From an optimization exercise on the open Yosys and OpenROAD flow, aimed at small area and few clock cycles; shortcuts taken in it are not production practice. RTL that was checked went through simulation tests only; none was proved equivalent to the original. No functional check of the RTL was part of runs 3 and 4. Power is estimated from default activity; no workload was simulated.

File: flow/design.v
module jtag_acc (
    input  wire        clk,
    input  wire        rst,
    input  wire        cmd_valid,
    output wire        cmd_ready,
    input  wire [31:0] cmd_word,
    output wire        rsp_valid,
    output wire [2:0]  rsp_status,
    output wire        tx_valid,
    input  wire        tx_ready,
    output wire [7:0]  tx_data,
    input  wire        rx_valid,
    output wire        rx_ready,
    input  wire [7:0]  rx_data,
    input  wire        link_err,
    output wire        busy,
    output reg         err,
    output reg  [1:0]  err_kind,
    output reg         sess_open,
    output wire [31:0] nbits,
    output reg         diag_valid,
    output reg  [5:0]  diag_index,
    output reg  [7:0]  diag_obs,
    output reg  [7:0]  diag_mask,
    output reg  [7:0]  diag_exp
);
    localparam CAP_BYTES = 32;
    localparam CAP_BITS  = 8 * CAP_BYTES;
    localparam [2:0] ST_OK      = 3'd0;
    localparam [2:0] ST_ALREADY = 3'd1;
    localparam [2:0] ST_VMIS    = 3'd2;
    localparam [2:0] ST_CONN    = 3'd3;
    localparam [2:0] ST_ILLEGAL = 3'd4;
    localparam [2:0] ST_NOSESS  = 3'd5;
    localparam [1:0] EK_NONE = 2'd0;
    localparam [1:0] EK_VMIS = 2'd1;
    localparam [1:0] EK_CONN = 2'd2;
    localparam [3:0] OP_SETUP    = 4'h1;
    localparam [3:0] OP_RECORD   = 4'h2;
    localparam [3:0] OP_WAIT     = 4'h3;
    localparam [3:0] OP_FLUSH    = 4'h4;
    localparam [3:0] OP_SHUTDOWN = 4'h5;
    localparam [2:0] P_IDLE = 3'd0;
    localparam [2:0] P_RSP  = 3'd1;    
    localparam [2:0] P_WAIT = 3'd2;    
    localparam [2:0] P_HDR  = 3'd3;    
    localparam [2:0] P_TMS  = 3'd4;
    localparam [2:0] P_TDI  = 3'd5;
    localparam [2:0] P_RX   = 3'd6;
    localparam [2:0] P_TXE  = 3'd7;    
    reg [CAP_BITS-1:0] rg_tms;      
    reg [CAP_BITS-1:0] rg_tdi;
    reg [CAP_BITS-1:0] rg_exp;
    reg [CAP_BITS-1:0] rg_mask;
    reg [4:0]  rot;                 
    reg [7:0]  s_tms, s_tdi, s_exp, s_mask;    
    reg        s_full;                          
    reg [7:0]  p_tms, p_tdi, p_exp, p_mask;    
    reg [4:0]  p_idx;
    reg        p_valid;
    reg        f_act;                           
    reg [2:0]  f_cnt;
    reg [4:0]  f_lo;
    reg [5:0]  f_hi;
    reg        f_tms;
    reg [2:0]  ph;
    reg [8:0]  n;           
    reg [4:0]  idx;         
    reg [2:0]  status;
    reg [23:0] wcnt;        
    reg        wtms;
    reg        in_wait;     
    assign nbits = {23'd0, n};
    wire [3:0] op = cmd_word[31:28];
    reg        illegal;
    always @(*) begin
        case (op)
            OP_SETUP, OP_FLUSH, OP_SHUTDOWN: illegal = (cmd_word[27:0] != 28'd0);
            OP_RECORD:                       illegal = (cmd_word[27:5] != 23'd0);
            OP_WAIT:                         illegal = (cmd_word[27:25] != 3'd0);
            default:                         illegal = 1'b1;
        endcase
    end
    wire cmd_in   = (ph == P_IDLE) || (ph == P_RSP);
    wire accept   = cmd_valid && cmd_in;
    wire legal_go = accept && !illegal && (sess_open || op == OP_SETUP);
    wire rec_go   = legal_go && op == OP_RECORD && !err;
    wire n_zero   = (n == 9'd0);
    wire [4:0] p_off = p_idx - rot - 5'd1;
    wire       p_inj = p_valid && (p_off[2:0] == 3'd0);
    wire       mv    = s_full && (!p_valid || p_inj);    
    wire       pend  = s_full || p_valid || f_act;
    integer s, b;
    reg [4:0] arr;
    always @(posedge clk) begin
        for (s = 0; s < CAP_BYTES; s = s + 1) begin
            arr = s[4:0] + rot + 5'd1;        
            if (s % 8 == 0 && p_valid && p_idx == arr) begin
                rg_tms[s*8 +: 8]  <= p_tms;
                rg_tdi[s*8 +: 8]  <= p_tdi;
                rg_exp[s*8 +: 8]  <= p_exp;
                rg_mask[s*8 +: 8] <= p_mask;
            end else if (s % 8 == 0 && f_act && arr >= f_lo && {1'b0, arr} < f_hi) begin
                rg_tms[s*8 +: 8]  <= {8{f_tms}};
                rg_tdi[s*8 +: 8]  <= 8'd0;
                rg_exp[s*8 +: 8]  <= 8'd0;
                rg_mask[s*8 +: 8] <= 8'd0;
            end else begin
                rg_tms[s*8 +: 8]  <= rg_tms[((s+1)%CAP_BYTES)*8 +: 8];
                rg_tdi[s*8 +: 8]  <= rg_tdi[((s+1)%CAP_BYTES)*8 +: 8];
                rg_exp[s*8 +: 8]  <= rg_exp[((s+1)%CAP_BYTES)*8 +: 8];
                rg_mask[s*8 +: 8] <= rg_mask[((s+1)%CAP_BYTES)*8 +: 8];
            end
        end
        rot <= rst ? 5'd0 : rot + 5'd1;
    end
    wire       w_a    = (n[2:0] != 3'd0);
    wire       w_b    = !w_a && (wcnt[23:3] != 21'd0);
    wire [3:0] w_end  = {1'b0, n[2:0]} + (w_b ? 4'd8 : ((wcnt[23:3] != 21'd0) ? 4'd8 : {1'b0, wcnt[2:0]}));
    wire       w_wrap = w_end[3];
    wire [3:0] w_k    = (w_wrap ? 4'd8 : w_end) - {1'b0, n[2:0]};
    reg  [7:0] w_mask;
    integer j;
    always @(*) begin
        for (j = 0; j < 8; j = j + 1)
            w_mask[j] = (j >= n[2:0]) && (w_wrap || j < w_end[2:0]);
    end
    wire [5:0]  b_room  = 6'd32 - {1'b0, n[7:3]};
    wire [5:0]  b_bytes = (wcnt[23:3] >= {15'd0, b_room}) ? b_room : wcnt[8:3];
    wire [5:0]  b_end   = {1'b0, n[7:3]} + b_bytes;
    wire        w_stall = (s_full && !mv) || (w_b && f_act);
    wire [8:0]  w_n     = w_b ? {b_end, 3'd0}
                        : w_wrap ? {n[8:3] + 6'd1, 3'd0} : {n[8:3], w_end[2:0]};
    wire [23:0] w_cnt   = w_b ? wcnt - {15'd0, b_bytes, 3'd0} : wcnt - {20'd0, w_k};
    wire       in_w    = (ph == P_WAIT) && !w_b && !w_stall;
    wire       wr_en   = rec_go || in_w;
    wire [7:0] wr_bits = in_w ? w_mask : (8'd1 << n[2:0]);
    wire       d_tms   = in_w ? wtms : cmd_word[0];
    wire       d_tdi   = !in_w && cmd_word[1];
    wire       d_exp   = !in_w && cmd_word[3] && cmd_word[2];
    wire       d_mask  = !in_w && cmd_word[3];
    wire       wr_fill = wr_en && wr_bits[7];        
    integer i;
    always @(posedge clk) begin
        for (i = 0; i < 8; i = i + 1)
            if (wr_en && wr_bits[i]) begin
                s_tms[i]  <= d_tms;
                s_tdi[i]  <= d_tdi;
                s_exp[i]  <= d_exp;
                s_mask[i] <= d_mask;
            end
        if (mv) begin
            p_tms  <= s_tms;
            p_tdi  <= s_tdi;
            p_exp  <= s_exp;
            p_mask <= s_mask;
            p_idx  <= n[7:3] - 5'd1;
        end
    end
    wire [8:0] nm1      = n - 9'd1;
    wire       at_last  = (idx == nm1[7:3]);
    wire       from_s   = at_last && (n[2:0] != 3'd0);
    wire [7:0] tail     = (8'd1 << n[2:0]) - 8'd1;
    wire [4:0] rp       = idx - rot - ((ph == P_RX) ? 5'd3 : 5'd0);
    wire       r_ok     = from_s || (rp[1:0] == 2'd0);
    wire [7:0] rsel     = 8'd1 << rp[4:2];
    reg  [7:0] q_tms, q_tdi, q_exp, q_mask;
    integer k;
    always @(*) begin
        q_tms = 8'd0; q_tdi = 8'd0; q_exp = 8'd0; q_mask = 8'd0;
        for (k = 0; k < 8; k = k + 1) begin
            q_tms  = q_tms  | (rg_tms[k*32 +: 8]  & {8{rsel[k]}});
            q_tdi  = q_tdi  | (rg_tdi[k*32 +: 8]  & {8{rsel[k]}});
            q_exp  = q_exp  | (rg_exp[(k*32+3*8) +: 8]  & {8{rsel[k]}});
            q_mask = q_mask | (rg_mask[(k*32+3*8) +: 8] & {8{rsel[k]}});
        end
    end
    wire [7:0] r_tms    = from_s ? (s_tms  & tail) : q_tms;
    wire [7:0] r_tdi    = from_s ? (s_tdi  & tail) : q_tdi;
    wire [7:0] r_exp    = from_s ? (s_exp  & tail) : q_exp;
    wire [7:0] r_mask   = from_s ? (s_mask & tail) : q_mask;
    reg  [7:0] tx_r;
    reg        tx_v;
    reg  [7:0] hdr_byte;
    always @(*) begin
        case (idx[3:0])
            4'd1:    hdr_byte = 8'h68;   
            4'd2:    hdr_byte = 8'h69;   
            4'd3:    hdr_byte = 8'h66;   
            4'd4:    hdr_byte = 8'h74;   
            4'd5:    hdr_byte = 8'h3A;   
            4'd6:    hdr_byte = n[7:0];
            4'd7:    hdr_byte = {7'd0, n[8]};
            default: hdr_byte = 8'h00;
        endcase
    end
    wire       tx_free  = !tx_v || tx_ready;
    wire       ld_ok    = (ph == P_HDR) ? !((idx[3:0] == 4'd9) && pend) : r_ok;
    wire       tx_ld    = tx_free && ld_ok && ((ph == P_HDR) || (ph == P_TMS) || (ph == P_TDI));
    wire [7:0] ld_byte  = (ph == P_HDR) ? hdr_byte : (ph == P_TMS) ? r_tms : r_tdi;
    assign cmd_ready  = cmd_in;
    assign busy       = (ph != P_IDLE);
    assign rsp_valid  = (ph == P_RSP);
    assign rsp_status = status;
    assign tx_valid   = tx_v;
    assign tx_data    = tx_r;
    assign rx_ready   = (ph == P_RX) && r_ok;
    wire mismatch = ((rx_data & r_mask) != r_exp);
    always @(posedge clk) begin
        if (rst) begin
            ph         <= P_IDLE;
            n          <= 9'd0;
            err        <= 1'b0;
            err_kind   <= EK_NONE;
            sess_open  <= 1'b0;
            diag_valid <= 1'b0;
            diag_index <= 6'd0;
            diag_obs   <= 8'd0;
            diag_mask  <= 8'd0;
            diag_exp   <= 8'd0;
            s_full     <= 1'b0;
            p_valid    <= 1'b0;
            f_act      <= 1'b0;
            tx_v       <= 1'b0;
        end else begin
            if (mv)
                p_valid <= 1'b1;
            else if (p_inj)
                p_valid <= 1'b0;
            if (wr_fill)
                s_full <= 1'b1;
            else if (mv)
                s_full <= 1'b0;
            if (f_act) begin
                f_cnt <= f_cnt + 3'd1;
                if (f_cnt == 3'd7)
                    f_act <= 1'b0;
            end
            case (ph)
                P_IDLE, P_RSP: begin
                    if (!cmd_valid) begin
                        ph <= P_IDLE;
                    end else if (illegal) begin
                        status <= ST_ILLEGAL;
                        ph     <= P_RSP;
                    end else if (!sess_open && op != OP_SETUP) begin
                        status <= ST_NOSESS;
                        ph     <= P_RSP;
                    end else begin
                        idx     <= 5'd0;
                        in_wait <= 1'b0;
                        case (op)
                            OP_SETUP: begin
                                n          <= 9'd0;
                                err        <= 1'b0;
                                err_kind   <= EK_NONE;
                                diag_valid <= 1'b0;
                                diag_index <= 6'd0;
                                diag_obs   <= 8'd0;
                                diag_mask  <= 8'd0;
                                diag_exp   <= 8'd0;
                                sess_open  <= 1'b1;
                                s_full     <= 1'b0;
                                p_valid    <= 1'b0;
                                f_act      <= 1'b0;
                                status     <= ST_OK;
                                ph         <= P_RSP;
                            end
                            OP_RECORD: begin
                                if (err) begin
                                    status <= ST_ALREADY;
                                    ph     <= P_RSP;
                                end else begin
                                    n <= n + 9'd1;
                                    if (n == CAP_BITS - 1 || cmd_word[4]) begin
                                        begin ph <= P_HDR; tx_r <= 8'h73; tx_v <= 1'b1; idx <= 5'd1; end
                                    end else begin
                                        status <= ST_OK;
                                        ph     <= P_RSP;
                                    end
                                end
                            end
                            OP_WAIT: begin
                                if (err) begin
                                    status <= (cmd_word[23:0] != 24'd0 || !n_zero) ? ST_ALREADY : ST_OK;
                                    ph     <= P_RSP;
                                end else if (cmd_word[23:0] != 24'd0) begin
                                    wcnt    <= cmd_word[23:0];
                                    wtms    <= cmd_word[24];
                                    in_wait <= 1'b1;
                                    ph      <= P_WAIT;
                                end else if (n_zero) begin
                                    status <= ST_OK;
                                    ph     <= P_RSP;
                                end else begin
                                    begin ph <= P_HDR; tx_r <= 8'h73; tx_v <= 1'b1; idx <= 5'd1; end
                                end
                            end
                            default: begin   
                                if (op == OP_SHUTDOWN)
                                    sess_open <= 1'b0;
                                if (n_zero) begin
                                    status <= ST_OK;
                                    ph     <= P_RSP;
                                end else if (err) begin
                                    status <= ST_ALREADY;
                                    ph     <= P_RSP;
                                end else begin
                                    begin ph <= P_HDR; tx_r <= 8'h73; tx_v <= 1'b1; idx <= 5'd1; end
                                end
                            end
                        endcase
                    end
                end
                P_WAIT: begin
                    idx <= 5'd0;
                    if (!w_stall) begin
                        n    <= w_n;
                        wcnt <= w_cnt;
                        if (w_b) begin
                            f_act <= 1'b1;
                            f_cnt <= 3'd0;
                            f_lo  <= n[7:3];
                            f_hi  <= b_end;
                            f_tms <= wtms;
                        end
                        if (w_n[8]) begin
                            begin ph <= P_HDR; tx_r <= 8'h73; tx_v <= 1'b1; idx <= 5'd1; end                
                        end else if (w_cnt == 24'd0) begin
                            in_wait <= 1'b0;            
                            begin ph <= P_HDR; tx_r <= 8'h73; tx_v <= 1'b1; idx <= 5'd1; end
                        end
                    end
                end
                P_HDR, P_TMS, P_TDI, P_TXE: begin
                    if (link_err) begin
                        err      <= 1'b1;
                        err_kind <= EK_CONN;
                        status   <= ST_CONN;
                        tx_v     <= 1'b0;
                        ph       <= P_RSP;
                    end else begin
                        if (tx_ld) begin
                            tx_r <= ld_byte;
                            tx_v <= 1'b1;
                            idx  <= idx + 5'd1;
                            if (ph == P_HDR) begin
                                if (idx[3:0] == 4'd9) begin
                                    idx <= 5'd0;
                                    ph  <= P_TMS;
                                end
                            end else if (at_last) begin
                                idx <= 5'd0;
                                ph  <= (ph == P_TMS) ? P_TDI : P_TXE;
                            end
                        end else if (tx_v && tx_ready) begin
                            tx_v <= 1'b0;
                            if (ph == P_TXE)
                                ph <= P_RX;
                        end
                    end
                end
                P_RX: begin
                    if (link_err) begin
                        err        <= 1'b1;
                        err_kind   <= EK_CONN;
                        status     <= ST_CONN;
                        diag_valid <= 1'b0;
                        diag_index <= 6'd0;
                        diag_obs   <= 8'd0;
                        diag_mask  <= 8'd0;
                        diag_exp   <= 8'd0;
                        ph         <= P_RSP;
                    end else if (rx_valid && r_ok) begin
                        idx <= idx + 5'd1;
                        if (mismatch && !diag_valid) begin
                            diag_valid <= 1'b1;
                            diag_index <= {1'b0, idx};
                            diag_obs   <= rx_data;
                            diag_mask  <= r_mask;
                            diag_exp   <= r_exp;
                        end
                        if (at_last) begin
                            idx <= 5'd0;
                            if (mismatch || diag_valid) begin
                                err      <= 1'b1;
                                err_kind <= EK_VMIS;
                                status   <= ST_VMIS;
                                ph       <= P_RSP;
                            end else begin
                                n      <= 9'd0;
                                status <= ST_OK;
                                ph     <= (in_wait && wcnt != 24'd0) ? P_WAIT : P_RSP;
                            end
                        end
                    end
                end
                default: ph <= P_IDLE;
            endcase
        end
    end
endmodule
File: flow/run.sh
#!/bin/bash
# synth_recipe.tcl (not shown) runs the flow's synth.tcl, then flattens the netlist and writes it again
# the make line also repeats each setting of config.mk as NAME=value (left out here)
make -C /OpenROAD-flow-scripts/flow DESIGN_CONFIG=/design/flow/config.mk WORK_HOME=/design/flow/orfs CLKGATE_MAP_FILE= SYNTH_SCRIPT=/design/flow/synth_recipe.tcl finish
File: flow/config.mk
export PLATFORM = sky130hd
export DESIGN_NAME = jtag_acc
export DESIGN_NICKNAME = jtag_acc
export VERILOG_FILES = /design/flow/design.v
export SDC_FILE = /design/flow/constraint.sdc
export NUM_CORES = 4
export LEC_CHECK = 0
export CAP_MARGIN = 20
export CORE_MARGIN = 2
export CORE_UTILIZATION = 60
export CTS_BUF_LIST = sky130_fd_sc_hd__clkbuf_8
export CTS_CLUSTER_SIZE = 30
export SLEW_MARGIN = 20
File: flow/constraint.sdc
create_clock -name core_clock -period 10.0 [get_ports {clk}]
set_input_delay 2.0000 -clock core_clock [delete_from_list [all_inputs] [get_ports {clk}]]
set_output_delay 2.0000 -clock core_clock [all_outputs]
set_load 0.01 [all_outputs]
==> results of run 1 <==
## per-stage QoR
step           util [%]  setup WS, ns
6_report           70.3          1.87
5_1_grt            70.3          1.24
4_1_cts            70.3          1.89
3_5_place_dp       64.1          1.94
3_3_place_gp       64.1          2.17
2_1_floorplan         -          2.99
## where the power goes
group | total [mW] | switching, mW | internal [mW]
registers | 5.31 | 0.125 | 5.19
clock network | 3.93 | 1.86 | 2.07
logic | 1.51 | 1.03 | 0.478
total | 10.8 | 3.01 | 7.74
## kinds of logic after synthesis
kind of cell | count (synthesis)
compound gates | 576
xor+xnor | 77
fa+ha+maj | 77
buf+inv | 208
flops | 1205
mux | 68
other cells | 1
simple gates | 722
## final cells by class
type | count | area, µm² | share of cell area [%]
antenna | 1 | 2.50 | 0.00602
clock buffer | 225 | 3100 | 7.45
clock inverter | 93 | 542 | 1.30
inverter | 71 | 267 | 0.641
multi-input combinational | 1544 | 9910 | 23.9
sequential | 1205 | 25400 | 61.1
tap | 773 | 967 | 2.33
timing repair buffer | 149 | 1380 | 3.32
## worst max-delay path, stage by stage (launching register included)
cell                       delay [ns]
sky130_fd_sc_hd__edfxtp_1        0.54
sky130_fd_sc_hd__or4_4           0.61
sky130_fd_sc_hd__or4_4           0.55
sky130_fd_sc_hd__nor4_1          0.58
sky130_fd_sc_hd__ha_1            0.34
sky130_fd_sc_hd__a21o_1          0.17
sky130_fd_sc_hd__a21oi_1         0.29
sky130_fd_sc_hd__xnor2_1         0.46
sky130_fd_sc_hd__and2_1          0.29
sky130_fd_sc_hd__inv_1           0.07
sky130_fd_sc_hd__fa_1            0.40
sky130_fd_sc_hd__xor2_1          0.16
sky130_fd_sc_hd__xnor2_1         0.16
sky130_fd_sc_hd__ha_1            0.32
sky130_fd_sc_hd__o21ai_0         0.13
sky130_fd_sc_hd__a21boi_0        0.69
sky130_fd_sc_hd__nor4b_2         0.13
sky130_fd_sc_hd__o21ai_0         0.23
sky130_fd_sc_hd__xor2_1          0.21
sky130_fd_sc_hd__o21ai_0         0.17
sky130_fd_sc_hd__nor4_4          0.43
sky130_fd_sc_hd__o31ai_2         0.15
sky130_fd_sc_hd__nor2_1          0.66
## flip-flops by register name, summed over array words and instances, names as in the netlist, 9 cells and up
name and count:
n 9, rg_exp 256, rg_mask 256, rg_tdi 256, rg_tms 256, wcnt 24
## cell usage after synthesis (11+ instances only)
cell type / count
sky130_fd_sc_hd__dfxtp_1: 1079
sky130_fd_sc_hd__nand2_1: 360
sky130_fd_sc_hd__o21ai_0: 186
sky130_fd_sc_hd__edfxtp_1: 126
sky130_fd_sc_hd__nor2_1: 108
sky130_fd_sc_hd__a21oi_1: 105
sky130_fd_sc_hd__clkbuf_1: 85
sky130_fd_sc_hd__ha_1: 68
sky130_fd_sc_hd__inv_1: 67
sky130_fd_sc_hd__nand3_1: 66
sky130_fd_sc_hd__mux2i_1: 48
sky130_fd_sc_hd__xnor2_1: 45
sky130_fd_sc_hd__nor3_1: 43
sky130_fd_sc_hd__a22o_1: 35
sky130_fd_sc_hd__a31oi_1: 32
sky130_fd_sc_hd__buf_4: 31
sky130_fd_sc_hd__xor2_1: 29
sky130_fd_sc_hd__a21o_1: 22
sky130_fd_sc_hd__a22oi_1: 21
sky130_fd_sc_hd__nor4_1: 21
sky130_fd_sc_hd__a221oi_1: 20
sky130_fd_sc_hd__o211ai_1: 16
sky130_fd_sc_hd__buf_2: 15
sky130_fd_sc_hd__nand2b_1: 15
sky130_fd_sc_hd__nand4_1: 15
sky130_fd_sc_hd__o22ai_1: 15
sky130_fd_sc_hd__nor2b_1: 14
sky130_fd_sc_hd__a21boi_0: 13
sky130_fd_sc_hd__a211oi_1: 12
sky130_fd_sc_hd__and2_1: 12
sky130_fd_sc_hd__and3_1: 11
sky130_fd_sc_hd__mux2_2: 11
## layer usage
metal	vias to the layer above	part of all wire (%)	global-route usage, %
li1	10657	-	-
met1	11293	45	40.8
met2	885	45	45.6
met3	202	6.4	6.10
met4	2	3.6	12.7
met5	-	0.0076	0
## final timing paths
| check | endpoint | slack, ns | cells after the start |
|---|---|---|---|
| worst max-delay path | tx_r[5]$_SDFFCE_PN1P_ | 1.87 | 22 |
| worst min register to register | rg_tdi[226]$_DFF_P_ | 0.30 | 0 |
| worst min-delay path | rg_tdi[226]$_DFF_P_ | 0.30 | 0 |
| worst max register to register | tx_r[5]$_SDFFCE_PN1P_ | 1.87 | 22 |
==> run summary, run 1 <==
- The total grt overflow is 0.
- After layout, the design draws a total of 10.8 mW.
- The critical setup path kind is flop to flop.
- The number of global-route vias before repair is 22955.
- In this run the worst path has a maximum fanout of 12.
- After synthesis, the largest family of logic cells by area is compound AO/OA/AOI/OAI gates.
- The final-report max-slew violation count is 0.
- The post-route setup TNS is 0 ns.
- For the worst setup path, the data required time is 10.43 ns.
- The timing-limited maximum frequency is 123 MHz.
- In the routed design, unresolved DRC markers number 0.
- On the final layout, the worst hold slack is 0.302 ns.
- After clock tree synthesis, the flow added hold-fix buffers numbering 0.
- The min-delay analysis places its worst path in the category flop to flop.
- After Yosys synthesis, and, or, nand and nor cells account for 9.32% of the synthesized area.
- The startpoint identified for the worst hold timing path is rg_tdi[234]$_DFF_P_.
- The first global-routing pass estimated 138000 µm of wire.
- The number of clock buffers inserted by TritonCTS is 175.
- After synthesis the netlist holds a flip-flop and latch count of ~1200.
- The number of failing setup endpoints in the final timing report is 0.
- Across the run, the number of max-cap violations was 0.
- Setup repair after global routing left no endpoint under its margin.
- The x dimension of the die is 249 µm.
- For this run, the number of Yosys warnings is 1.
- The routed design has 92200 µm of wire.
- TritonCTS built the clock tree.
- The share of the synthesized area in the top cell type is 60.0%.
- The count of buffers added on input and output ports is 104.
- The total vias in the final route is 23039.
- The final HPWL from detailed placement is around 60000 µm.
- The library cells used most frequently in the layout, excluding fill and tap cells, are sky130_fd_sc_hd__dfxtp_1, sky130_fd_sc_hd__nand2_1, sky130_fd_sc_hd__clkbuf_8.
- The mux contribution to synthesized area is ~2.2%.
- The core area is roughly 0.059 mm².
- Across the routed clock network, the largest skew measured is 0.0317 ns.
- The finished cells cover 0.0415 mm².
- Synthesis handed over a netlist of roughly 2900 instances.
- The part of the Yosys area used for sequential elements is between 70 and 80%.
- Counting distinct cell types in the post-synthesis netlist gives 101.
- The floorplan row count is 89.
- The detailed-route wire length per cell is roughly 23 µm.
- The leakage power summed over all cells is roughly 16 nW.
- The area fraction in compound gates after synthesis is 10.5%.
- The worst setup path is captured at a flop.
- The most critical setup path has its startpoint at wcnt[11]$_DFFE_PP_.
- Yosys mapped a number of flops with a built-in enable equal to 126.
- The die is 249 µm tall.
- The transition time at the pin with the least slew margin is approximately 1.2 ns.
- The root buffer cell is sky130_fd_sc_hd__clkbuf_8.
- After layout, the worst path uses 81.3% of the clock period.
- The buffer depth of the longest clock path is 3.
- The number of top-level pins is 129.
- The clock drives around 1200 sinks.
- At the later pin of the worst-skew pair, clock insertion delay measures 0.83 ns.
- The synthesized netlist devotes around 2.8% of its cell area to adder and majority cells.
- The hold violation count in the final report was 0.
- The startpoint of the lowest-slack register-to-register path is wcnt[11]$_DFFE_PP_.
- Summing the areas of all xor and xnor instances in the mapped netlist gives around 2% of the synthesized area.
- The starting density of the core is 60.9%.
- The detailed router finished its first iteration with 1909 violations.
- Counting the fill cells in the layout gives 4206.
- In the synthesized netlist the async set-or-reset flop fraction comes to 0%.
- Entering global routing, the biggest net connects between 60 and 70 pins.
- The die outline area is about 0.062 mm².
- The most frequent standard cell in the layout excluding fill and tap cells is sky130_fd_sc_hd__dfxtp_1.
- In this run the post-CTS setup repair buffer count came out at 0.
- The synthesized netlist occupies a cell area of 0.0360 mm².
- For the worst setup path, the data arrival time is ~8.6 ns.
- The area added between synthesis and finish is 15.4%.
- The worst pin sits at a relative slew slack of about a fifth.
- The startpoint type of the worst setup path is a flop.
- The largest total area in the synthesized netlist belongs to sky130_fd_sc_hd__dfxtp_1.
- The initial antenna violation count is 3.
- The number of H-tree branching levels is 4.
- The flow ran to the end and the layout has no timing, DRC or antenna violations.
- The congestion estimate from routability-driven global placement came to roughly 0.9.
- IR analysis of the VDD net gives a maximum drop of roughly 0.17 mV.
- Of the cells placed in the final design, the portion with a size suffix greater than 1 is 11.8%.
- The power per cell area is 259 mW/mm².
- In this run, placement finished with an instance count of around 3700.
- The total global routing track utilization is between 20 and 30%.
- The finished layout holds 4061 standard cells, fillers aside.
- The clock period minus worst slack is 8.13 ns.
- After clock tree synthesis, the clock-pin slew on the worst setup and hold paths is around 0.060 ns.
- The final layout contains 3268 nets.
- The post-cts repair resize count is 0.
- Yosys attributes the largest share of cell area to sky130_fd_sc_hd__dfxtp_1, sky130_fd_sc_hd__edfxtp_1, sky130_fd_sc_hd__nand2_1.
- The number of optimization iterations in the first detailed-route pass is 6.
- The most used flip-flop cell after synthesis is sky130_fd_sc_hd__dfxtp_1.
- The remaining number of nets flagged by the antenna check after routing is 0.
- The mean number of vias per cell is 5.67.
- The post-placement cell area is 0.0379 mm².
- In this run the mean area of a mapped cell was approximately 12 µm².
Testbench counts, summed over its fixed seeds: cycles 56,458.
==> run 2: changes to the inputs <==
--- a/flow/config.mk
+++ b/flow/config.mk
@@ -8,6 +8,4 @@
 export CAP_MARGIN = 20
 export CORE_MARGIN = 2
-export CORE_UTILIZATION = 60
-export CTS_BUF_LIST = sky130_fd_sc_hd__clkbuf_8
-export CTS_CLUSTER_SIZE = 30
+export CORE_UTILIZATION = 40
 export SLEW_MARGIN = 20
==> run 2 against run 1 <==
Still clean on timing, DRC and antenna. Core utilization is 23 points lower. Non-clock buffer count stayed put. Sequential cell count is the same. Via count is 3.7% lower. Critical path depth grew 1. Cell count is 7.2% higher. Die area rose by 49%. Combinational power about the same. Synthesized area is the same. Wire length about the same. Critical path type unchanged. Largest cell class unchanged.
==> run summary, run 2 <==
- The setup skew after layout was 0.0240 ns (-0.00772 ns).
- The last weighted congestion value of the routability-driven placer is 0.912 (about the same).
- The worst-skew pair later-pin latency is 0.69 ns (-0.14 ns).
- The clock slew at the register clock pins of the worst setup and hold paths is 0.06 ns (about the same).
- On the critical path, the stage with the largest delay is an instance of sky130_fd_sc_hd__or4_4.
- The path class of the lowest-slack min-delay path is flop to flop.
- The total global routing track utilization is 19.7% (-9.9 points).
- The initial antenna violation count came to 2 (-1).
- The share of the synthesized area in the top cell type is 60.0% (unchanged).
- The leakage power summed over all cells is 16.2 nW (-1.4%).
- The critical path required time is 10.30 ns (-0.13 ns).
- The mean number of vias per cell was 5.10 (-10%).
- The max-cap violation count is 0 (unchanged).
- The count of antenna diodes in the layout came to 0 (-1).
- Traced cell by cell, the critical path runs through or4_4 -> or4_4 -> nor4_1 -> ha_1 -> a21o_1 -> a21oi_1 -> xnor2_1 -> and2_1 -> inv_1 -> fa_1 -> xor2_1 -> xnor2_1 -> ha_1 -> nor2b_1 -> o21ai_0 -> nand3b_1 -> nor3_1 -> o21a_1 -> nor4bb_1 -> xor2_1 -> nor4_4 -> o31ai_2 -> nor2_1.
- The power per cell area is 263 mW/mm² (+1.6%).
- By area the synthesized netlist is led by sky130_fd_sc_hd__dfxtp_1, sky130_fd_sc_hd__edfxtp_1, sky130_fd_sc_hd__nand2_1.
- TritonCTS built the clock tree.
- The worst slew margin relative to its limit came to 25.8% (+6.7 points).
- The hold violation count in the final report was 0 (unchanged).
- The hold-fix buffer count after cts was 0 (unchanged).
- The synthesis warning total came to 1 (unchanged).
- The area added between synthesis and finish is 17.4%.
- The DRC violations left came to 0 (unchanged).
- The commonest register cell after synthesis is sky130_fd_sc_hd__dfxtp_1.
- The worst vdd rail ir drop is 0.140 mV (-18%).
- The number of buffers added on ports came to 104 (unchanged).
- The number of H-tree branching levels is 3 (-1).
- The cell area after technology mapping is 0.0360 mm² (unchanged).
- The number of failing setup endpoints in the final timing report came to 0 (unchanged).
- The critical setup path kind is flop to flop.
- The library cell used most frequently in the layout, excluding fill and tap cells, is sky130_fd_sc_hd__dfxtp_1.
- The first-pass GRT wire length is 138000 µm (-0.43%).
- The proportion of layout cells with a drive suffix above 1 is 10.0% (-1.8 points).
- The register bit count reported by yosys is 1205 (unchanged).
- The core area is 0.0896 mm² (+52%).
- The starting density of the core was 40.2% (-21 points).
- The die outline area was 0.0924 mm² (+49%).
- The number of flops mapped to enable cells by yosys is 126 (unchanged).
- By instance count, the leading cell after synthesis is sky130_fd_sc_hd__dfxtp_1.
- The largest fanout on the critical path is 12 (unchanged).
- The iteration-0 DRC count of the detailed router is 1855 (-2.8%).
- The timing-limited maximum frequency was 127 MHz (+3.6%).
- The data arrival time of the critical path is 8.15 ns (-0.41 ns).
- The part of the Yosys area used for sequential elements came to 70.5% (unchanged).
- The number of top-level pins is 129 (unchanged).
- The share of synthesized flip-flops with an asynchronous set or reset came to 0% (unchanged).
- The setup fix buffers added after clock tree synthesis is 0 (unchanged).
- The post-route setup TNS came to 0 ns (unchanged).
- The number of optimization iterations in the first detailed-route pass is 5 (-1).
- The transition time at the pin with the least slew margin came to 1.08 ns (-0.119 ns).
- The cell type group with the largest total delay on the critical path is simple AND/OR/NAND/NOR gates.
- Clock tree synthesis selected as its root buffer the cell sky130_fd_sc_hd__clkbuf_16.
- The number of nets in the layout is 3205 (-1.9%).
- The largest net degree at the start of global routing came to 65 (unchanged).
- The remaining number of nets flagged by the antenna check after routing is 0 (unchanged).
- The number of clock buffers inserted by TritonCTS is 112 (-36%).
- The number of distinct library cells after synthesis is 101 (unchanged).
- The x dimension of the die is 304 µm (+22%).
- The mean post-synth cell area was 12.3 µm² (unchanged).
- Setup repair after global routing left no endpoint under its margin.
- The height of the die is 304 µm (+22%).
- The largest incremental delay on the critical path is 0.61 ns (-0.08 ns).
- The final-report max-slew violation count came to 0 (unchanged).
- The number of global-route vias before repair came to 21513 (-6.3%).
- The final HPWL from detailed placement was 60400 µm (+1.9%).
- Leaving out fill and tap cells, the most frequent cells in the layout are sky130_fd_sc_hd__dfxtp_1, sky130_fd_sc_hd__nand2_1, sky130_fd_sc_hd__o21ai_0.
- The clock period minus worst slack is 7.85 ns (-0.283 ns).
- The total grt overflow is 0 (unchanged).
- The count of buffer and inverter cells on the critical path came to 1 (unchanged).
- The floorplan row count came to 110 (+24%).
- The detailed-route wire length per cell is 21.2 µm (-6.6%).
- The number of standard cells after synthesis is 2934 (unchanged).
- The final critical-path share of the clock period is 78.5% (-2.8 points).
- Summed over all instances, the cell type with the most area after synthesis is sky130_fd_sc_hd__dfxtp_1.
- The total wire length after detailed routing is 92300 µm (about the same).
- The worst hold slack is 0.304 ns (+0.00240 ns).
- The type of element capturing the critical path is a flop.
- The total vias in the final route was 22187 (-3.7%).
- The post-cts repair resize count was 0 (unchanged).
- The flow ran to the end and the layout has no timing, DRC or antenna violations.
- The clock sink count was 1205 (unchanged).
- The worst setup path is launched from a flop.
- The buffer depth of the longest clock path is 3 (unchanged).
- Sorting the synthesized cells by how often they occur yields sky130_fd_sc_hd__dfxtp_1, sky130_fd_sc_hd__nand2_1, sky130_fd_sc_hd__o21ai_0.
## run 2: cell type report
type                            instances  area (µm²)
Multi-Input combinational cell       1544        9900
Sequential cell                      1205       25400
Tap cell                             1176        1470
Clock inverter                         40         433
Inverter                               71         267
Fill cell                            7948       47300
Clock buffer                          168        3440
Timing Repair Buffer                  149        1380
## run 2: path summary, 6_finish.rpt
| path | endpoint | startpoint | slack (ns) | cells past startpoint |
|---|---|---|---|---|
| setup reg to reg | tx_r[3]$_SDFFCE_PN0P_ | wcnt[11]$_DFFE_PP_ | 2.15 | 23 |
| hold / removal | rg_exp[221]$_DFF_P_ | rg_exp[229]$_DFF_P_ | 0.30 | 0 |
| hold reg to reg | rg_exp[221]$_DFF_P_ | rg_exp[229]$_DFF_P_ | 0.30 | 0 |
| setup / recovery | tx_r[3]$_SDFFCE_PN0P_ | wcnt[11]$_DFFE_PP_ | 2.15 | 23 |
## run 2: layer usage
| layer | part of all wire, % | vias up | GRT usage, % |
|---|---|---|---|
| met5 | 0 | - | 0 |
| met4 | 3.0 | 0 | 7.13 |
| met3 | 6.8 | 166 | 3.18 |
| met2 | 44 | 785 | 30.1 |
| met1 | 46 | 10763 | 28.2 |
| li1 | - | 10473 | - |
## run 2: power by group
| group | total (mW) | internal, mW | leakage [nW] | switching [mW] |
|---|---|---|---|---|
| Combinational | 1.48 | 0.475 | 4.44 | 1.00 |
| Sequential | 5.33 | 5.19 | 9.83 | 0.141 |
| Clock | 4.32 | 2.48 | 1.88 | 1.84 |
| Total | 11.1 | 8.14 | 16.2 | 2.98 |
## run 2: kinds of logic (layout without fill, tap and decap cells)
| kind of cell | Yosys count | in the layout | synth area share, % |
|---|---|---|---|
| other cells | 1 | 24 | 0.0104 |
| simple gates | 722 | 722 | 9.32 |
| fa+ha+maj | 77 | 77 | 2.84 |
| compound gates | 576 | 576 | 10.5 |
| mux | 68 | 68 | 2.24 |
| buf+inv | 208 | 428 | 2.59 |
| flops | 1205 | 1205 | 70.5 |
| xor+xnor | 77 | 77 | 1.96 |
## run 2: stage by stage
step / area [µm²] / power, mW / util (%) / cells / worst slack, ns
after detailed placement: 38400 / 6.88 / 42.9 / 4144 / 2.19
after CTS: 42300 / 11.2 / 47.2 / 4352 / 2.18
final: 42300 / 11.1 / 47.2 / 4353 / 2.15
after floorplan: 36100 / 6.27 / - / 2957 / 2.99
after global routing: 42300 / 11.5 / 47.2 / 4353 / 1.53
after global placement: 38400 / 6.87 / 42.8 / 4144 / 2.25
==> run 3: changes to the inputs <==
--- a/flow/design.v
+++ b/flow/design.v
@@ -55,8 +55,5 @@
     reg [4:0]  rot;                 
     reg [7:0]  s_tms, s_tdi, s_exp, s_mask;    
-    reg        s_full;                          
-    reg [7:0]  p_tms, p_tdi, p_exp, p_mask;    
-    reg [4:0]  p_idx;
-    reg        p_valid;
+    reg        pv;      
     reg        f_act;                           
     reg [2:0]  f_cnt;
@@ -68,5 +65,5 @@
     reg [4:0]  idx;         
     reg [2:0]  status;
-    reg [23:0] wcnt;        
+    reg [24:0] we;          
     reg        wtms;
     reg        in_wait;     
@@ -87,18 +84,24 @@
     wire rec_go   = legal_go && op == OP_RECORD && !err;
     wire n_zero   = (n == 9'd0);
-    wire [4:0] p_off = p_idx - rot - 5'd1;
-    wire       p_inj = p_valid && (p_off[2:0] == 3'd0);
-    wire       mv    = s_full && (!p_valid || p_inj);    
-    wire       pend  = s_full || p_valid || f_act;
+    wire [4:0] cb     = n[7:3];
+    wire [4:0] cb_m1  = cb - 5'd1;
+    wire [4:0] pv_off = cb_m1 - rot - 5'd1;
+    wire       pv_inj = pv && (pv_off[2:0] == 3'd0);
+    wire       pend   = pv || f_act;
+    wire [7:0] lo_m   = (8'd1 << n[2:0]) - 8'd1;
     integer s, b;
     reg [4:0] arr;
+    reg [7:0] im;
     always @(posedge clk) begin
         for (s = 0; s < CAP_BYTES; s = s + 1) begin
             arr = s[4:0] + rot + 5'd1;        
-            if (s % 8 == 0 && p_valid && p_idx == arr) begin
-                rg_tms[s*8 +: 8]  <= p_tms;
-                rg_tdi[s*8 +: 8]  <= p_tdi;
-                rg_exp[s*8 +: 8]  <= p_exp;
-                rg_mask[s*8 +: 8] <= p_mask;
+            im  = ((arr == cb) ? lo_m : 8'd0) | ((pv && arr == cb_m1) ? ~lo_m : 8'd0);
+            if (s % 8 == 0 && im != 8'd0) begin
+                for (b = 0; b < 8; b = b + 1) begin
+                    rg_tms[s*8+b]  <= im[b] ? s_tms[b]  : rg_tms[((s+1)%CAP_BYTES)*8+b];
+                    rg_tdi[s*8+b]  <= im[b] ? s_tdi[b]  : rg_tdi[((s+1)%CAP_BYTES)*8+b];
+                    rg_exp[s*8+b]  <= im[b] ? s_exp[b]  : rg_exp[((s+1)%CAP_BYTES)*8+b];
+                    rg_mask[s*8+b] <= im[b] ? s_mask[b] : rg_mask[((s+1)%CAP_BYTES)*8+b];
+                end
             end else if (s % 8 == 0 && f_act && arr >= f_lo && {1'b0, arr} < f_hi) begin
                 rg_tms[s*8 +: 8]  <= {8{f_tms}};
@@ -116,21 +119,18 @@
     end
     wire       w_a    = (n[2:0] != 3'd0);
-    wire       w_b    = !w_a && (wcnt[23:3] != 21'd0);
-    wire [3:0] w_end  = {1'b0, n[2:0]} + (w_b ? 4'd8 : ((wcnt[23:3] != 21'd0) ? 4'd8 : {1'b0, wcnt[2:0]}));
-    wire       w_wrap = w_end[3];
-    wire [3:0] w_k    = (w_wrap ? 4'd8 : w_end) - {1'b0, n[2:0]};
+    wire       e_far  = (we[24:8] != 17'd0);                
+    wire       e_here = !e_far && (we[7:3] == n[7:3]);      
+    wire       w_b    = !w_a && !e_here;
     reg  [7:0] w_mask;
     integer j;
     always @(*) begin
         for (j = 0; j < 8; j = j + 1)
-            w_mask[j] = (j >= n[2:0]) && (w_wrap || j < w_end[2:0]);
+            w_mask[j] = (j >= n[2:0]) && (!e_here || j < we[2:0]);
     end
-    wire [5:0]  b_room  = 6'd32 - {1'b0, n[7:3]};
-    wire [5:0]  b_bytes = (wcnt[23:3] >= {15'd0, b_room}) ? b_room : wcnt[8:3];
-    wire [5:0]  b_end   = {1'b0, n[7:3]} + b_bytes;
-    wire        w_stall = (s_full && !mv) || (w_b && f_act);
+    wire [5:0]  b_end   = e_far ? 6'd32 : {1'b0, we[7:3]};
+    wire        w_stall = (pv && !pv_inj) || (w_b && f_act);
     wire [8:0]  w_n     = w_b ? {b_end, 3'd0}
-                        : w_wrap ? {n[8:3] + 6'd1, 3'd0} : {n[8:3], w_end[2:0]};
-    wire [23:0] w_cnt   = w_b ? wcnt - {15'd0, b_bytes, 3'd0} : wcnt - {20'd0, w_k};
+                        : e_here ? we[8:0] : {n[8:3] + 6'd1, 3'd0};
+    wire        w_done  = !e_far && (w_n == we[8:0]);
     wire       in_w    = (ph == P_WAIT) && !w_b && !w_stall;
     wire       wr_en   = rec_go || in_w;
@@ -150,11 +150,4 @@
                 s_mask[i] <= d_mask;
             end
-        if (mv) begin
-            p_tms  <= s_tms;
-            p_tdi  <= s_tdi;
-            p_exp  <= s_exp;
-            p_mask <= s_mask;
-            p_idx  <= n[7:3] - 5'd1;
-        end
     end
     wire [8:0] nm1      = n - 9'd1;
@@ -219,17 +212,12 @@
             diag_mask  <= 8'd0;
             diag_exp   <= 8'd0;
-            s_full     <= 1'b0;
-            p_valid    <= 1'b0;
+            pv         <= 1'b0;
             f_act      <= 1'b0;
             tx_v       <= 1'b0;
         end else begin
-            if (mv)
-                p_valid <= 1'b1;
-            else if (p_inj)
-                p_valid <= 1'b0;
             if (wr_fill)
-                s_full <= 1'b1;
-            else if (mv)
-                s_full <= 1'b0;
+                pv <= 1'b1;
+            else if (pv_inj)
+                pv <= 1'b0;
             if (f_act) begin
                 f_cnt <= f_cnt + 3'd1;
@@ -261,6 +249,5 @@
                                 diag_exp   <= 8'd0;
                                 sess_open  <= 1'b1;
-                                s_full     <= 1'b0;
-                                p_valid    <= 1'b0;
+                                pv         <= 1'b0;
                                 f_act      <= 1'b0;
                                 status     <= ST_OK;
@@ -286,5 +273,5 @@
                                     ph     <= P_RSP;
                                 end else if (cmd_word[23:0] != 24'd0) begin
-                                    wcnt    <= cmd_word[23:0];
+                                    we      <= {16'd0, n} + {1'b0, cmd_word[23:0]};
                                     wtms    <= cmd_word[24];
                                     in_wait <= 1'b1;
@@ -317,5 +304,4 @@
                     if (!w_stall) begin
                         n    <= w_n;
-                        wcnt <= w_cnt;
                         if (w_b) begin
                             f_act <= 1'b1;
@@ -327,5 +313,5 @@
                         if (w_n[8]) begin
                             begin ph <= P_HDR; tx_r <= 8'h73; tx_v <= 1'b1; idx <= 5'd1; end                
-                        end else if (w_cnt == 24'd0) begin
+                        end else if (w_done) begin
                             in_wait <= 1'b0;            
                             begin ph <= P_HDR; tx_r <= 8'h73; tx_v <= 1'b1; idx <= 5'd1; end
@@ -391,5 +377,6 @@
                                 n      <= 9'd0;
                                 status <= ST_OK;
-                                ph     <= (in_wait && wcnt != 24'd0) ? P_WAIT : P_RSP;
+                                we     <= {we[24:8] - 17'd1, we[7:0]};
+                                ph     <= (in_wait && we != 25'd256) ? P_WAIT : P_RSP;
                             end
                         end
--- a/flow/config.mk
+++ b/flow/config.mk
@@ -9,3 +9,5 @@
 export CORE_MARGIN = 2
 export CORE_UTILIZATION = 40
+export CTS_CLUSTER_DIAMETER = 100
+export CTS_CLUSTER_SIZE = 30
 export SLEW_MARGIN = 20
==> run 3 against run 2 <==
Sequential power fell by 11%. Clock skew increased by 0.016 ns. Register-to-register slack better by 0.49 ns. Critical path type unchanged. Critical endpoint is now n[1]$_SDFFE_PP0P_.
==> run summary, run 3 <==
- The flow ran to the end and the layout has no timing, DRC or antenna violations.
- The number of distinct library cells after synthesis was 103 (+2.0%).
- The final critical-path share of the clock period is 73.6% (-4.9 points).
- The buffer depth of the longest clock path is 3 (unchanged).
- The transition time at the pin with the least slew margin was 1.21 ns (+0.130 ns).
- The detailed-route wire length per cell is 25.0 µm (+18%).
- The net load switching power was 1.66 mW (-44%).
- The share of synthesized flip-flops with an asynchronous set or reset came to 0% (unchanged).
- The total vias in the final route is 22033 (-0.69%).
- The clock period minus worst slack is 7.36 ns (-0.490 ns).
- The critical path required time is 10.56 ns (+0.26 ns).
- The final-report max-slew violation count is 0 (unchanged).
- The height of the die is 299 µm (-1.7%).
- Ranked by instance count, the synthesized netlist is headed by sky130_fd_sc_hd__dfxtp_1, sky130_fd_sc_hd__nand2_1, sky130_fd_sc_hd__o21ai_0.
- The hold violation count in the final report came to 0 (unchanged).
- The synthesis warning total was 1 (unchanged).
- The core area is 0.0865 mm² (-3.5%).
- The setup skew after layout came to 0.0396 ns (+0.0156 ns).
- The portion of total power attributed to the clock network was 32.1% (-6.7 points).
- The power per cell area is 193 mW/mm² (-27%).
- The register share of total power is 64.2% (+16 points).
- The initial antenna violation count came to 2 (unchanged).
- The type of element capturing the critical path is a flop.
- The number of clock buffers inserted by TritonCTS was 48 (-57%).
- The worst slew margin relative to its limit was 18.4% (-7.4 points).
- The number of optimization iterations in the first detailed-route pass is 8 (+3).
- The last weighted congestion value of the routability-driven placer was 1.01 (+10%).
- The number of global-route vias before repair came to 21462 (-0.24%).
- The timing-limited maximum frequency is 136 MHz (+6.7%).
- The largest net degree at the start of global routing is 50 (-23%).
- The final instance count without filler cells is 4055 (-6.8%).
- The final HPWL from detailed placement was 73900 µm (+22%).
- The number of H-tree branching levels came to 2 (-1).
- The share of the synthesized area in the top cell type is 62.1% (+2.1 points).
- In the layout the commonest cells are sky130_fd_sc_hd__dfxtp_1, sky130_fd_sc_hd__nand2_1, sky130_fd_sc_hd__o21ai_0.
- sky130_fd_sc_hd__dfxtp_1 takes more of the synthesized area than any other cell.
- The logic depth of the worst register-to-register path was 18 (-22%).
- The tree is rooted in a sky130_fd_sc_hd__clkbuf_16.
- The number of buffers added on ports is 104 (unchanged).
- The largest incremental delay on the critical path is 0.99 ns (+0.38 ns).
- The total global routing track utilization was 22.3% (+2.6 points).
- The data arrival time of the critical path was 7.91 ns (-0.24 ns).
- The clock sink count is 1168 (-3.1%).
- The proportion of layout cells with a drive suffix above 1 came to 6.25% (-3.8 points).
- The critical path goes through inv_1 -> nor2_1 -> nand2_1 -> fa_1 -> fa_1 -> xor2_2 -> buf_4 -> a211oi_2 -> nor2_2 -> nor2_2 -> buf_4 -> a221oi_1 -> a41o_1 -> xnor2_1 -> nand4_2 -> o41ai_4 -> a21oi_1 -> a311oi_2.
- The largest fanout on the critical path was 21 (+9).
- The total grt overflow is 0 (unchanged).
- The number of failing setup endpoints in the final timing report came to 0 (unchanged).
- The mean number of vias per cell is 5.43 (+6.6%).
- The switching part of the total power is 22.3% (-4.5 points).
- The floorplan row count is 108 (-1.8%).
- In the synthesized netlist the dominant register cell turns out to be sky130_fd_sc_hd__dfxtp_1.
- Sorting the synthesized cells by area gives the leading types as sky130_fd_sc_hd__dfxtp_1, sky130_fd_sc_hd__edfxtp_1, sky130_fd_sc_hd__a22o_1.
- Setup repair after global routing left no endpoint under its margin.
- The mean post-synth cell area is 12.5 µm² (+2.2%).
- The hold-fix buffer count after cts is 0 (unchanged).
- The total wire length after detailed routing was 102000 µm (+10%).
- The number of top-level pins came to 129 (unchanged).
- The max-cap violation count came to 0 (unchanged).
- The register bit count reported by yosys was 1168 (-3.1%).
- The worst hold path belongs to the class flop to flop.
- The post-placement cell count is 3979 (-4.0%).
- The number of standard cells after synthesis is 2772 (-5.5%).
- The most frequently used cell type in the post-synthesis netlist is sky130_fd_sc_hd__dfxtp_1.
- The share of total power in combinational logic came to 3.7% (-9.6 points).
- The cell area after technology mapping is 0.0347 mm² (-3.5%).
- The number of nets in the layout is 2981 (-7.0%).
- The starting density of the core is 40.2% (about the same).
- The internal power of the cells is 5.77 mW (-29%).
- The part of the Yosys area used for sequential elements is 69.9% (-0.62 points).
- The clock slew at the register clock pins of the worst setup and hold paths is 0.11 ns (+0.05 ns).
- On the critical path, the stage with the largest delay is an instance of sky130_fd_sc_hd__o41ai_4.
- The worst setup path is launched from a flop.
- The x dimension of the die came to 299 µm (-1.7%).
- The remaining number of nets flagged by the antenna check after routing was 0 (unchanged).
- The area added between synthesis and finish is 11.0%.
- The most frequent standard cell in the layout excluding fill and tap cells is sky130_fd_sc_hd__dfxtp_1.
- The leakage power summed over all cells is 14.5 nW (-10%).
- The worst-skew pair later-pin latency was 0.66 ns (-0.03 ns).
- The post-route setup TNS is 0 ns (unchanged).
- The post-cts repair resize count was 0 (unchanged).
- The first-pass GRT wire length is 147000 µm (+6.5%).
- The critical setup path kind is flop to flop.
- The worst vdd rail ir drop is 0.135 mV (-3.6%).
- The setup fix buffers added after clock tree synthesis came to 0 (unchanged).
- The number of flops mapped to enable cells by yosys is 90 (-29%).
- TritonCTS built the clock tree.
- The DRC violations left is 0 (unchanged).
- The number of instances on the worst hold path was 0 (unchanged).
- The die outline area is 0.0892 mm² (-3.4%).
- The iteration-0 DRC count of the detailed router was 2276 (+23%).
-- run 3: worst paths after layout --
check	start	to	slack [ns]
hold reg to reg	rg_exp[46]$_DFF_P_	rg_exp[38]$_DFF_P_	0.31
setup reg to reg	ph[1]$_SDFFE_PP0P_	n[1]$_SDFFE_PP0P_	2.64
setup / recovery	ph[1]$_SDFFE_PP0P_	n[1]$_SDFFE_PP0P_	2.64
hold / removal	rg_exp[46]$_DFF_P_	rg_exp[38]$_DFF_P_	0.31
-- run 3: area by class of cell --
cell class              count  area [µm²]
flip-flops and latches   1168       24300
fillers                  8025       47900
repair buffers            146        1350
inverters                  95         357
diodes                      2        5.00
clock buffers              62        1250
clock inverters            12         208
multi-input cells        1415        9680
well taps                1155        1450
-- run 3: worst max-delay path, delay by kind of cell (launching register included) --
kind / cells / cell delay [ns]
AOI/OAI and AO/OA: 6 / 2.12
and+or+nand+nor: 5 / 1.66
adders and majority gates: 2 / 1.20
xor gates and xnor gates: 2 / 0.94
buffers and inverters: 3 / 0.76
DFF: 1 / 0.56
-- run 3: power by group through the flow --
stage	combinational, mW	clock, mW	sequential [mW]
4_1_cts	0.267	2.44	4.77
3_5_place_dp	0.265	0	4.88
5_1_grt	0.286	2.60	4.78
6_report	0.273	2.39	4.77
3_3_place_gp	0.261	0	4.88
2_1_floorplan	0.159	0	4.87
-- run 3: per-layer routing --
layer  vias up  routed length (µm)  part of all wire, %  track usage, %
li1       9965                   -                    -               -
met4         0                4290                  4.2            8.62
met1     10879               44300                   44            31.3
met3       188                8420                  8.3            4.02
met2      1001               44600                   44            34.2
met5         -                   0                    0               0
-- run 3: cell families after synthesis --
family          share of synthesized area (%)
fa+ha+maj                                2.28
flops                                    69.9
simple gates                             7.83
mux                                      1.72
buf+inv                                  2.73
compound gates                           13.2
xor+xnor                                 2.36
other cells                            0.0108
-- run 3: per-stage QoR --
stage / utilization [%] / power [mW] / area [µm²] / worst slack [ns] / hold slack, ns
6_report: 44.6 / 7.43 / 38600 / 2.64 / 0.307
5_1_grt: 44.6 / 7.66 / 38600 / 2.39 / 0.331
4_1_cts: 44.6 / 7.48 / 38600 / 2.79 / 0.309
3_5_place_dp: 42.9 / 5.14 / 37100 / 2.81 / 0.312
3_3_place_gp: 42.9 / 5.14 / 37100 / 3.08 / 0.310
2_1_floorplan: - / 5.03 / 34800 / 4.05 / 0.310
==> run 4: changes to the inputs <==
--- a/flow/config.mk
+++ b/flow/config.mk
@@ -10,4 +10,4 @@
 export CORE_UTILIZATION = 40
 export CTS_CLUSTER_DIAMETER = 100
-export CTS_CLUSTER_SIZE = 30
+export CTS_CLUSTER_SIZE = 22
 export SLEW_MARGIN = 20
==> run 4 against run 3 <==
Critical path depth unchanged. Sequential power about the same. Register-to-register slack got worse by 0.03 ns. Hold slack improved by 0.0033 ns. Sequential share of layout area fell by 0.47 points. Setup slack worse by 0.033 ns. Cell count up 0.37%. Critical path type unchanged. Highest routed layer is now met5. Die area did not move. Final area up 0.76%. Synthesized cell count did not move. Still clean. Global-route usage is 0.076 points higher. Fmax down 0.44%.
==> run summary, run 4 <==
- The number of buffers added on ports is 104 (unchanged).
- The power per cell area is 197 mW/mm² (+2.4%).
- The starting density of the core was 40.2% (unchanged).
- Setup repair after global routing left no endpoint under its margin.
- The detailed-route wire length per cell is 25.0 µm (about the same).
- Clock tree synthesis selected as its root buffer the cell sky130_fd_sc_hd__clkbuf_16.
- The number of distinct library cells after synthesis was 103 (unchanged).
- The hold-fix buffer count after cts is 0 (unchanged).
- The cell area after technology mapping came to 0.0347 mm² (unchanged).
- The setup fix buffers added after clock tree synthesis came to 0 (unchanged).
- The startpoint type of the worst setup path is a flop.
- The commonest register cell after synthesis is sky130_fd_sc_hd__dfxtp_1.
- The total global routing track utilization is 22.3% (+0.076 points).
- The total wire length after detailed routing was 102000 µm (+0.38%).
- The largest fanout on the critical path is 21 (unchanged).
- The number of clock buffers inserted by TritonCTS is 61 (+27%).
- The register bit count reported by yosys is 1168 (unchanged).
- The post-cts repair resize count is 0 (unchanged).
- The remaining number of nets flagged by the antenna check after routing is 0 (unchanged).
- The run finished with no timing, DRC or antenna violations.
- The iteration-0 DRC count of the detailed router was 2159 (-5.1%).
- The critical setup path kind is flop to flop.
- The setup skew after layout was 0.0232 ns (-0.0164 ns).
- The most frequently used cell type in the post-synthesis netlist is sky130_fd_sc_hd__dfxtp_1.
- The number of failing setup endpoints in the final timing report is 0 (unchanged).
- The mean number of vias per cell is 5.41 (-0.35%).
- The share of the synthesized area in the top cell type is 62.1% (unchanged).
- The number of top-level pins was 129 (unchanged).
- The leakage power summed over all cells was 14.6 nW (+1.0%).
- The data arrival time of the critical path is 7.96 ns (+0.05 ns).
- The buffer depth of the longest clock path is 3 (unchanged).
- The max-cap violation count is 0 (unchanged).
- The tightest min-delay check is of the flop to flop type.
- The die outline area came to 0.0892 mm² (unchanged).
- The part of the Yosys area used for sequential elements was 69.9% (unchanged).
- The number of flops mapped to enable cells by yosys is 90 (unchanged).
- Leaving out fill and tap cells, the most frequent cells in the layout are sky130_fd_sc_hd__dfxtp_1, sky130_fd_sc_hd__nand2_1, sky130_fd_sc_hd__o21ai_0.
- The mean post-synth cell area is 12.5 µm² (unchanged).
- The worst-skew pair later-pin latency is 0.68 ns (+0.02 ns).
- The timing-limited maximum frequency is 135 MHz (-0.44%).
- The worst slew margin relative to its limit came to 20.1% (+1.7 points).
- The proportion of layout cells with a drive suffix above 1 was 6.59% (+0.34 points).
- The number of optimization iterations in the first detailed-route pass is 6 (-2).
- By count the netlist is led by sky130_fd_sc_hd__dfxtp_1, sky130_fd_sc_hd__nand2_1, sky130_fd_sc_hd__o21ai_0.
- The x dimension of the die is 299 µm (unchanged).
- The area growth from synthesis to layout is 11.9%.
- The type of element capturing the critical path is a flop.
- The final setup slack of the worst path is 2.61 ns (-0.0328 ns).
- TritonCTS built the clock tree.
- The post-layout total power came to 7.67 mW (+3.2%).
- The total vias in the final route is 22037 (+0.018%).
- The synthesis warning total was 1 (unchanged).
- The post-route setup TNS was 0 ns (unchanged).
- The share of synthesized flip-flops with an asynchronous set or reset is 0% (unchanged).
- The final critical-path share of the clock period was 73.9% (+0.33 points).
- Leaving out fill and tap cells, the most frequent cell in the layout is sky130_fd_sc_hd__dfxtp_1.
- The clock period minus worst slack is 7.39 ns (+0.0328 ns).
- The number of global-route vias before repair is 21599 (+0.64%).
- The DRC violations left is 0 (unchanged).
- The floorplan row count was 108 (unchanged).
- The largest area contributor in the netlist is sky130_fd_sc_hd__dfxtp_1.
- The transition time at the pin with the least slew margin is 1.20 ns (-0.0162 ns).
- The first-pass GRT wire length is 147000 µm (+0.39%).
- The final HPWL from detailed placement is 73900 µm (unchanged).
- The number of H-tree branching levels is 2 (unchanged).
- The height of the die was 299 µm (unchanged).
- In the post-synthesis netlist, the biggest area contributors are sky130_fd_sc_hd__dfxtp_1, sky130_fd_sc_hd__edfxtp_1, sky130_fd_sc_hd__a22o_1.
- The critical path required time is 10.57 ns (about the same).
- The clock sink count is 1168 (unchanged).
- The largest net degree at the start of global routing is 50 (unchanged).
- The number of nets in the layout came to 2994 (+0.44%).
- The number of standard cells after synthesis is 2772 (unchanged).
- The clock slew at the register clock pins of the worst setup and hold paths is 0.09 ns (-0.02 ns).
- The core area is 0.0865 mm² (unchanged).
- The initial antenna violation count is 3 (+1).
- The final-report max-slew violation count is 0 (unchanged).
- The worst vdd rail ir drop is 0.146 mV (+8.1%).
- The pre-CTS worst setup slack was 2.81 ns (unchanged).
- The last weighted congestion value of the routability-driven placer came to 1.01 (unchanged).
- The total grt overflow is 0 (unchanged).
- The hold violation count in the final report came to 0 (unchanged).
==> run 4: cell types whose count changed in the layout (fill, tap and decap cells not counted), sizes merged <==
cell    previous run  this run
clkbuf            62        81
inv              100        96
diode              2         1
clkinv             7         8
==> run 4: cells by family after synthesis <==
| kind of cell | synth area share [%] |
|---|---|
| other | 0.0108 |
| buffers and inverters | 2.73 |
| DFF | 69.9 |
| xor gates and xnor gates | 2.36 |
| adders and majority gates | 2.28 |
| muxes | 1.72 |
| and+or+nand+nor | 7.83 |
| AOI/OAI and AO/OA | 13.2 |
==> run 4: worst paths after layout <==
check,from,endpoint,slack [ns],cells after the start
worst max-delay path,ph[1]$_SDFFE_PP0P_,n[1]$_SDFFE_PP0P_,2.61,18
worst min-delay path,rg_mask[3]$_DFF_P_,rg_mask[251]$_DFF_P_,0.31,0
worst max register to register,ph[1]$_SDFFE_PP0P_,n[1]$_SDFFE_PP0P_,2.61,18
worst min register to register,rg_mask[3]$_DFF_P_,rg_mask[251]$_DFF_P_,0.31,0
==> run 4: power by group <==
| group | leakage, nW | internal, mW | total (mW) | switching [mW] |
|---|---|---|---|---|
| Combinational | 4.25 | 0.0851 | 0.274 | 0.189 |
| Clock | 0.846 | 1.15 | 2.63 | 1.47 |
| Sequential | 9.51 | 4.75 | 4.77 | 0.0223 |
==> run 4: final cells by class <==
cell class,count,area (µm²)
Antenna cell,1,2.50
Clock buffer,81,1620
Clock inverter,9,134
Fill cell,8004,47600
Inverter,95,357
Multi-Input combinational cell,1415,9680
Sequential cell,1168,24300
Tap cell,1155,1450
Timing Repair Buffer,146,1350
==> run 4: routing by layer <==
layer  GRT usage, %  wire, µm  vias to the layer above
li1               -         -                     9999
met1           31.1     44600                    10853
met2           34.1     44400                      997
met3           4.65      8570                      186
met4           8.90      4290                        2
met5              0         8                        -
==> run 4: metrics by stage <==
| stage | std cells | hold WS, ns | utilization [%] | cell area [µm²] |
|---|---|---|---|---|
| final | 4070 | 0.311 | 44.9 | 38900 |
| after CTS | 4069 | 0.318 | 44.9 | 38800 |
| after floorplan | 2795 | 0.310 | - | 34800 |
| after detailed placement | 3979 | 0.312 | 42.9 | 37100 |
| after global routing | 4069 | 0.323 | 44.9 | 38900 |
| after global placement | 3978 | 0.310 | 42.9 | 37100 |
==> run 4: critical path, cell delays in order (launching register included) <==
cell and delay (ns):
sky130_fd_sc_hd__dfxtp_1 0.55, sky130_fd_sc_hd__inv_1 0.15, sky130_fd_sc_hd__nor2_1 0.25, sky130_fd_sc_hd__nand2_1 0.56, sky130_fd_sc_hd__fa_1 0.68, sky130_fd_sc_hd__fa_1 0.52, sky130_fd_sc_hd__xor2_2 0.76, sky130_fd_sc_hd__buf_4 0.35
sky130_fd_sc_hd__a211oi_2 0.09, sky130_fd_sc_hd__nor2_2 0.43, sky130_fd_sc_hd__nor2_2 0.04, sky130_fd_sc_hd__buf_4 0.26, sky130_fd_sc_hd__a221oi_1 0.29, sky130_fd_sc_hd__a41o_1 0.29, sky130_fd_sc_hd__xnor2_1 0.18, sky130_fd_sc_hd__nand4_2 0.38
sky130_fd_sc_hd__o41ai_4 1.00, sky130_fd_sc_hd__a21oi_1 0.19, sky130_fd_sc_hd__a311oi_2 0.28

## what the ideal ports hide
The results above use ideal ports. As a check the final layouts listed here were re-extracted and re-timed, cells and wires unchanged.
Step 1 (the two cells are an assumption about what drives the block):
set clk [get_ports {clk}]
set_driving_cell -lib_cell sky130_fd_sc_hd__clkbuf_16 $clk
set_driving_cell -lib_cell sky130_fd_sc_hd__buf_2 [delete_from_list [all_inputs] $clk]
Step 2 also shifts input and output timing later by t, the mid clock arrival at the registers, as if the neighbouring blocks saw the same clock.
a / b / c = ideal ports / drivers / drivers and shift; a / b = the first two.
run	t, ns	setup slack, ns	worst setup path after step 2	worst slew at a driven data input, ns	pins driven straight from the clock port
run 1	0.867	1.871 / 1.871 / 1.871	register to register	0.05	1
run 2	0.740	2.154 / 2.154 / 2.154	register to register	0.04	1
run 3	0.709	2.644 / 2.644 / 2.644	register to register	0.05	1
run 4	0.729	2.612 / 2.612 / 2.612	register to register	0.05	1
After both steps every run listed still meets setup and hold.
